This design comes from an exercise in tuning for small area, a short achievable clock period and few clock cycles per item on the open sky130 flow, not from production work. The RTL was checked by simulation tests, not by an equivalence proof against the original design. Power and IR drop assume default switching activity.

Setup of rev 12:
Design ppc_encode, start of the top module:
module ppc_encode (
    input  wire         clk,
    input  wire         rst,         
    input  wire         wr_en,
    input  wire [7:0]   wr_addr,
    input  wire [31:0]  wr_data,
    output wire         busy,
    output wire [11:0]  status,
    output wire [6:0]   rxlen,
    output wire [511:0] raw
);
Size in the first run: roughly 1600 flip-flops, about 580 I/O pins, about 80000 sq um of cells after synthesis.
export LEC_CHECK = 0
export CAP_MARGIN = 20
export CORE_MARGIN = 2
export CORE_UTILIZATION = 45
export PLACE_DENSITY = 0.6
export SLEW_MARGIN = 20
export BUFFER_PORTS_ARGS = -buffer_cell sky130_fd_sc_hd__buf_2
export PLACE_PINS_ARGS = -min_distance 2
export SETUP_SLACK_MARGIN = 5.5
export FASTROUTE_TCL = /design/flow/flow/fastroute.tcl
export DONT_USE_CELLS = sky130_fd_sc_hd__a222oi_1
create_clock -name core_clock -period 10.0 [get_ports {clk}]
standard.sh (not shown) runs the stock make flow with config.mk's settings and CLKGATE_MAP_FILE= SYNTH_SCRIPT=/design/flow/synth_recipe.tcl, a recipe that flattens the netlist after the stock synthesis.
==> flow/flow/run.sh <==
#!/bin/bash
set -e
cat >> config.mk <<EOC
export BUFFER_PORTS_ARGS = -buffer_cell sky130_fd_sc_hd__buf_2
export PLACE_PINS_ARGS = -min_distance 2
export SETUP_SLACK_MARGIN = 5.5
export FASTROUTE_TCL = $(pwd)/flow/fastroute.tcl
export DONT_USE_CELLS = sky130_fd_sc_hd__a222oi_1
EOC
bash standard.sh > standard.log 2>&1
==> flow/flow/fastroute.tcl <==
# Global routing layers: as the platform's, but met1 (the cell pin and power
# rail layer) keeps only 30% of its capacity for global routes, so the
# detailed router does not have to clear crowded met1 around cell pins.
set_global_routing_layer_adjustment met1 0.7
set_global_routing_layer_adjustment met2-met5 0.2
set_routing_layers -clock met3-met5
set_routing_layers -signal met1-met5
Testbench counts of rev 12, summed over its fixed seeds: cycles 3,774, encodes 384.
Modified inputs, rev 13 compared to rev 12
--- a/flow/config.mk
+++ b/flow/config.mk
@@ -8,5 +8,5 @@
 export CAP_MARGIN = 20
 export CORE_MARGIN = 2
-export CORE_UTILIZATION = 45
+export CORE_UTILIZATION = 50
 export PLACE_DENSITY = 0.6
 export SLEW_MARGIN = 20
## What came out
- Both conditions hold for rev 13: the flow ran to the end and the final layout passed the timing, DRC and antenna checks.
- Rev 12 → rev 13: combinational power neither gained nor lost much; finished layout cell area lost 1500 sq um; total power of the final layout lost 1.5%.
- STATUS worst setup slack: rev 13 wins against rev 12
- From rev 12 to rev 13 the numbers moved as follows: total of cells resized after clock tree synthesis went down; area of the mapped netlist did not really move; power share of the sequential group went up; met1 layer usage reported by global route went up; final-layout clock-cell area share went down.

---

Starting RTL as in the previous note.
clock: 10.0 ns
lec_check: 0
cap_margin: 20
core_margin: 2
core_utilization: 40
place_density: 0.6
slew_margin: 20
buffer_ports_args: -buffer_cell sky130_fd_sc_hd__buf_2
place_pins_args: -min_distance 2
setup_slack_margin: 5.5
fastroute_tcl: /design/flow/flow/fastroute.tcl
dont_use_cells: sky130_fd_sc_hd__a222oi_1
Scripts as last shown in full above: flow/flow/run.sh, flow/flow/fastroute.tcl
The starting point completed with no timing, DRC or antenna violations.
Testbench counts at the start, summed over its fixed seeds: cycles 3,774, encodes 384.
Rerun with:
--- a/flow/flow/run.sh
+++ b/flow/flow/run.sh
@@ -7,4 +7,5 @@
 export FASTROUTE_TCL = $(pwd)/flow/fastroute.tcl
 export DONT_USE_CELLS = sky130_fd_sc_hd__a222oi_1
+export CTS_CLUSTER_SIZE = 25
 EOC
 bash standard.sh > standard.log 2>&1
CORE_UTILIZATION = 50   (was 40)
CTS_CLUSTER_SIZE = 25   (was unset)
Outcome: Total power increases slightly. Via count stays flat. Sequential power hardly moves. Wire length shrinks by a few percent. Setup slack improved by 110 ps. Critical path depth stays the same. Die area went down by about a fifth. Register-to-register slack gets worse by 60 ps. Global-route usage increases by 11 points.
Rerun with:
CORE_UTILIZATION = 40   (was 50)
After rerunning: Worst setup slack degrades by 84 ps; synthesized area stays the same; total power barely changes; wire length climbs by 4.0%; hold slack is better by 6.3 ps; via count is about the same; sequential share of layout area falls by 0.85 points; combinational power is about the same.
Rerun with:
==> flow/flow/run.sh (replaced) <==
#!/bin/bash
set -e
cat >> config.mk <<EOC
export BUFFER_PORTS_ARGS = -buffer_cell sky130_fd_sc_hd__buf_2
export PLACE_PINS_ARGS = -min_distance 2
export SETUP_SLACK_MARGIN = 5.25
export FASTROUTE_TCL = $(pwd)/flow/fastroute.tcl
export DONT_USE_CELLS = sky130_fd_sc_hd__a222oi_1
EOC
bash standard.sh > standard.log 2>&1
CORE_UTILIZATION = 50   (was 40)
CTS_CLUSTER_SIZE = unset   (was 25)
SETUP_SLACK_MARGIN = 5.25   (was 5.5)
Effect:
- flip-flop and latch count does not change
- wire length is lower by 4.7%
- die area is lower by 20%
- final area is lower by 3.8%
- global-route usage is higher by 10 points
- cell count is lower by 7.5%

[re-timing with driven ports]
The results above use ideal ports. As a check the final layouts listed here were re-extracted and re-timed, cells and wires unchanged. Step 1: set_driving_cell puts a clkbuf_16 on clk and a buf_2 on each other input, an assumption about the parent block. Step 2 also shifts input and output timing later by t, the mid clock arrival at the registers, as if the neighbouring blocks saw the same clock. a / b / c = ideal / step 1 / step 2; a / b = the first two.
run	t, ns	setup slack, ns	cell pins on the clock port's net
rev 12	0.901	5.282 / 5.192 / 4.629	1
rev 13	0.885	5.408 / 5.329 / 4.566	1
the first run of note 2	0.890	5.299 / 5.223 / 4.645	1
the second run of note 2	0.885	5.408 / 5.329 / 4.566	1
the third run of note 2	0.891	5.324 / 5.249 / 4.645	1
the fourth run of note 2	0.888	5.198 / 5.118 / 4.400	1
After both steps every run listed still meets setup and hold.
